What follows belongs to an exercise in optimizing a design on an open flow for small area, a short achievable clock period and few clock cycles per item; a production flow would make more cautious choices.
In this exercise RTL edits were held to simulation tests only and were not proved equivalent to the original.
No activity file was given, so power comes from the tool's default toggle rates.

==> flow/design.v (excerpt) <==
module pga16 (
    input  wire        clk,
    input  wire        rst,           
    input  wire        host_we,
    input  wire [3:0]  host_addr,
    input  wire [31:0] host_wdata,
    output reg  [31:0] host_rdata,
    output wire        mem_valid,
    output wire        mem_we,
    output wire [31:0] mem_addr,
    output wire [7:0]  mem_wdata,
    input  wire        mem_ready,
    input  wire [7:0]  mem_rdata,
    input  wire        mem_err
);
export LEC_CHECK = 0
export ABC_AREA = 1
export CAP_MARGIN = 20
export CORE_MARGIN = 2
export CORE_UTILIZATION = 40
export CTS_BUF_LIST = sky130_fd_sc_hd__clkbuf_8
export CTS_CLUSTER_DIAMETER = 60
export CTS_CLUSTER_SIZE = 12
export SLEW_MARGIN = 20
create_clock -name core_clock -period 33.0 [get_ports {clk}]
standard.sh (not shown) runs the stock make flow with config.mk's settings and CLKGATE_MAP_FILE= SYNTH_SCRIPT=/design/flow/synth_recipe.tcl, a recipe that flattens the netlist after the stock synthesis.
==> flow/flow/run.sh <==
#!/bin/bash
# The standard layout (standard.sh), with these changes to how it is made:
#  - the port buffers are buf_1 cells instead of the default delay-buffer cell;
#  - repair_timing works with a setup margin, so that it shortens the longest
#    paths although the 33 ns clock leaves them slack.
# The make output goes to make_finish.log in this folder; ORFS keeps each
# step's log under orfs/logs.
set -euo pipefail
work=$PWD
rm -rf "$work/scripts"
cp -r "$FLOW_HOME/scripts" "$work/scripts"
cp "$work/flow/abc_area.script" "$work/scripts/abc_area.script"
bash standard.sh SCRIPTS_DIR="$work/scripts" \
    BUFFER_PORTS_ARGS="-buffer_cell sky130_fd_sc_hd__buf_1" \
    SETUP_SLACK_MARGIN=18.5 finish > make_finish.log 2>&1
==> flow/flow/abc_area.script <==
strash
dch
map -a
strash
dch
map -a
strash
dch
map -a
topo
stime -c
buffer -c
upsize -c
dnsize -c
The baseline finished clean.
Testbench counts at the start, summed over its fixed seeds: cycles 36,384, windows 8,872.
Next try:
==> flow/flow/run.sh (replaced) <==
#!/bin/bash
# The standard layout (standard.sh), with these changes to how it is made:
#  - the port buffers are buf_2 cells instead of the default delay-buffer cell;
#  - repair_timing works with a setup margin, so that it shortens the longest
#    paths although the 33 ns clock leaves them slack.
# The make output goes to make_finish.log in this folder; ORFS keeps each
# step's log under orfs/logs.
set -euo pipefail
work=$PWD
rm -rf "$work/scripts"
cp -r "$FLOW_HOME/scripts" "$work/scripts"
cp "$work/flow/abc_area.script" "$work/scripts/abc_area.script"
bash standard.sh SCRIPTS_DIR="$work/scripts" \
    BUFFER_PORTS_ARGS="-buffer_cell sky130_fd_sc_hd__buf_2" \
    SETUP_SLACK_MARGIN=18.5 finish > make_finish.log 2>&1
--- a/flow/config.mk
+++ b/flow/config.mk
@@ -9,5 +9,5 @@
 export CAP_MARGIN = 20
 export CORE_MARGIN = 2
-export CORE_UTILIZATION = 40
+export CORE_UTILIZATION = 55
 export CTS_BUF_LIST = sky130_fd_sc_hd__clkbuf_8
 export CTS_CLUSTER_DIAMETER = 60
=> Clock power grows by 8.6%; sequential power hardly moves; register-to-register slack is better by 70 ps; cell count goes down by 6.5%; first-iteration DRC count decreases by 6.8%; power is higher by 2.3%; setup slack degrades by 48 ps; design area falls by 0.68%; wire length fell by 3.1%.
Next try:
--- a/flow/config.mk
+++ b/flow/config.mk
@@ -9,7 +9,7 @@
 export CAP_MARGIN = 20
 export CORE_MARGIN = 2
-export CORE_UTILIZATION = 55
-export CTS_BUF_LIST = sky130_fd_sc_hd__clkbuf_8
-export CTS_CLUSTER_DIAMETER = 60
-export CTS_CLUSTER_SIZE = 12
+export CORE_UTILIZATION = 40
+export CTS_BUF_LIST = sky130_fd_sc_hd__clkbuf_16
+export CTS_CLUSTER_DIAMETER = 120
+export CTS_CLUSTER_SIZE = 30
 export SLEW_MARGIN = 20
Result: Global-route usage shrinks by 8.8 points; final cell count increases by 6.0%; setup slack got worse by 12 ps; via count is lower by 0.71%.
Next try:
--- a/flow/config.mk
+++ b/flow/config.mk
@@ -10,6 +10,5 @@
 export CORE_MARGIN = 2
 export CORE_UTILIZATION = 40
-export CTS_BUF_LIST = sky130_fd_sc_hd__clkbuf_16
-export CTS_CLUSTER_DIAMETER = 120
+export CTS_BUF_LIST = sky130_fd_sc_hd__clkbuf_8
 export CTS_CLUSTER_SIZE = 30
 export SLEW_MARGIN = 20
After rerunning: Via count went up by 1.5%; count of clock-buffer cells in the layout went up by 41; register-to-register slack degrades by 60 ps; maximum frequency is about the same; cell area went up by 2.5%; total power went up by 12%; sequential power is about the same.
Next try:
--- a/flow/config.mk
+++ b/flow/config.mk
@@ -11,4 +11,5 @@
 export CORE_UTILIZATION = 40
 export CTS_BUF_LIST = sky130_fd_sc_hd__clkbuf_8
-export CTS_CLUSTER_SIZE = 30
+export CTS_CLUSTER_DIAMETER = 80
+export CTS_CLUSTER_SIZE = 16
 export SLEW_MARGIN = 20
What happened: Final area is lower by a few percent. Count of clock-buffer cells in the layout is lower by 30. Fmax is about the same.
Next try:
--- a/flow/config.mk
+++ b/flow/config.mk
@@ -11,5 +11,5 @@
 export CORE_UTILIZATION = 40
 export CTS_BUF_LIST = sky130_fd_sc_hd__clkbuf_8
-export CTS_CLUSTER_DIAMETER = 80
-export CTS_CLUSTER_SIZE = 16
+export CTS_CLUSTER_DIAMETER = 60
+export CTS_CLUSTER_SIZE = 12
 export SLEW_MARGIN = 20
Outcome:
- worst hold slack hardly moves
- critical path depth rose by 1
- sequential cell count does not change
- setup slack loses 11 ps
- wire length barely changes
- synthesized cell count stays the same
- non-clock buffer count increases by 1

[separate check: timing with driven ports]
Ports are ideal in the flow. The routed layouts listed here were re-timed in OpenROAD.
Step 1, drivers: a clkbuf_16 drives clk and a buf_2 each remaining input, both assumed.
Step 2, shift: input delay + t, output delay - t, t = (earliest + latest rising clock arrival at the registers) / 2. This alone moves slack from input paths to output paths.
Three values: ideal ports, drivers, drivers and shift; two values: the first two.
| run | shift t [ns] | setup slack, ns | worst setup path at the end | clock arrival spread, ns | pins driven straight from the clock port |
|---|---|---|---|---|---|
| the first run | 0.712 | 18.534 / 18.486 / 18.486 | input to output | 0.030 / 0.030 | 1 |
| the second run | 0.662 | 18.486 / 18.463 / 18.463 | input to output | 0.053 / 0.053 | 1 |
| the third run | 0.591 | 18.474 / 18.424 / 18.424 | input to output | 0.054 / 0.053 | 1 |
| the fourth run | 0.690 | 18.504 / 18.454 / 18.454 | input to output | 0.075 / 0.074 | 1 |
| the fifth run | 0.697 | 18.498 / 18.444 / 18.444 | input to output | 0.045 / 0.045 | 1 |
| the sixth run | 0.723 | 18.487 / 18.437 / 18.437 | input to output | 0.024 / 0.024 | 1 |
After both steps setup and hold are still met in every run listed. For the fifth run, which loses most, drivers alone change the setup slack by -0.054 ns; drivers and shift together by -0.054 ns.
